Background: an optimization exercise with open tools, aiming at small area, a short achievable clock period and few clock cycles per item. Do not read the settings as production practice.
Function was checked by simulation only, so behaviour that the tests miss may differ from the original.

## modexp64
module modexp64 (
    input  wire        clk,
    input  wire        rst,
    input  wire        start,
    input  wire        op,
    input  wire [63:0] a,
    input  wire [63:0] e,
    input  wire [63:0] m,
    output wire        ready,
    output reg         done,
    output wire [63:0] result,
    output reg  [3:0]  errcode
);
For scale: roughly 8,700 cells after synthesis, roughly 680 flip-flops, ~77,000 um2 of cells after synthesis.
Settings: LEC_CHECK=0, CAP_MARGIN=20, CORE_MARGIN=2, CORE_UTILIZATION=40, SLEW_MARGIN=20; clock period 15.0 ns.
run.sh (not shown) runs the stock make flow with config.mk's settings and CLKGATE_MAP_FILE= SYNTH_SCRIPT=/design/flow/synth_recipe.tcl, a recipe that flattens the netlist after the stock synthesis.
Testbench counts at the start, summed over its fixed seeds: cycles 200,055, items 192.
Edit:
--- a/flow/design.v
+++ b/flow/design.v
@@ -104,26 +104,23 @@
             5'd28: mp = 6'd55;
             5'd29: mp = 6'd13;
             5'd30: mp = 6'd43;
             5'd31: mp = 6'd1;
         default: mp = 6'd0;
         endcase
     end
-    wire [74:0] cpa1x = {2'b00, S, 1'b1} + {2'b00, C, cin};
-    wire [73:0] cpa1  = cpa1x[74:1];
+    wire [73:0] cpa1 = {2'b00, S} + {2'b00, C} + {73'd0, cin};
     wire [6:0]  lo7  = {1'b0, Vlow} + {1'b0, Mh[K-1:0]};
     wire        slot = slot1 || (slotc && cin);
-    wire        c6   = (Vlow > ~Mh[K-1:0]);             
-    wire        ci2  = ci1 || (cilo && c6);
+    wire        ci2  = ci1 || (cilo && lo7[K]);
     wire [73:0] p2 = {2'b00, S};
     wire [73:0] q2 = {2'b00, C};
     wire [73:0] s2 = p2 ^ q2 ^ ZR;
     wire [73:0] c2 = {((p2 & q2) | (p2 & ZR) | (q2 & ZR)), slot};
-    wire [74:0] cpa2x = {s2, 1'b1} + {c2, ci2};
-    wire [73:0] cpa2  = cpa2x[74:1];
+    wire [73:0] cpa2 = s2 + c2 + {73'd0, ci2};
     wire [71:0] dsub = {1'b0, B} - {1'b0, Rs};
     wire        ge_inv = !dsub[71];                     
     wire        ge_dbl = ({S, 1'b0} >= {9'd0, M});      
     wire        ge_s   = (S >= {8'd0, M});              
     wire slowrun = !fast && (sh[S_MRUN] || sh[S_SRUN]);
     wire g_inv = sh[S_ALIGN] || sh[S_REDUCE];
     wire g_dbl = sh[S_DBL] || (slowrun && sph == 2'd0);
@@ -229,15 +226,20 @@
             S    <= 72'd0;
             C    <= 72'd0;
             cin  <= 1'b0;
             Vlow <= {K{1'b0}};
         end
     endtask
     always @(posedge clk) begin
-        begin
+        if (rst) begin
+            st   <= S_IDLE;
+            sh   <= {{(NS-1){1'b0}}, 1'b1};
+            rdy  <= 1'b1;
+            done <= 1'b0;
+        end else begin
             done <= 1'b0;
             case (st)
             S_IDLE: begin
                 M    <= m;
                 E    <= e;
                 B    <= {7'd0, a};
                 op_r <= op;
@@ -475,15 +477,15 @@
                 B      <= alu[70:0];
                 XM     <= xm_new;
                 clr_acc;
                 E      <= {1'b0, E[63:1]};
                 j      <= fast ? 4'd0 : (ND - 1);
                 b      <= K - 1;
                 sph    <= 2'd0;
-                ydig_r <= Vlow;               
+                ydig_r <= alu[K-1:0];
                 if (E[1]) begin
                     if (res_one) begin
                         Rs      <= alu[70:0];
                         res_one <= 1'b0;
                         if (e_z2) begin
                             if (fast) begin
                                 ydig_r <= {{(K-1){1'b0}}, 1'b1};
@@ -515,15 +517,9 @@
             end
             default: begin
                 rdy <= 1'b1;
                 go(S_IDLE);
             end
             endcase
         end
-        if (rst) begin
-            st   <= S_IDLE;
-            sh   <= {{(NS-1){1'b0}}, 1'b1};
-            rdy  <= 1'b1;
-            done <= 1'b0;
-        end
     end
 endmodule
Outcome: The new run finished clean; cell count shrinks slightly; core utilization grows by 0.25 points; cell area grows slightly; synthesized area grows slightly; global-route usage grows by 3.5 points; die area grows slightly; clock-buffer cell count shrinks by 3; non-clock buffer count grows by 14.
Testbench counts after the change, summed over its fixed seeds: cycles 200,055, items 192.

-- static timing again, ports no longer ideal --
In the flow no input, the clock included, has a driving cell. The finished layouts below were timed again as built, in two steps.
Step 1 assumes that a clkbuf_16 drives the clock port and a buf_2 every other input.
Step 2 times the ports against the registers' clock, not the clock port: input delays grow and output delays shrink by t, the midpoint of the rising clock arrivals with the driver on.
Slacks: ideal ports / drivers / drivers and shift; pairs: ideal ports / drivers.
| run | shift t [ns] | setup WS [ns] | worst setup path at the end | pins driven straight from the clock port |
|---|---|---|---|---|
| the first run | 0.847 | 7.231 / 7.231 / 7.231 | register to register | 1 |
| the second run | 0.867 | 7.551 / 7.551 / 7.551 | register to register | 1 |
After both steps every run listed still meets setup and hold.
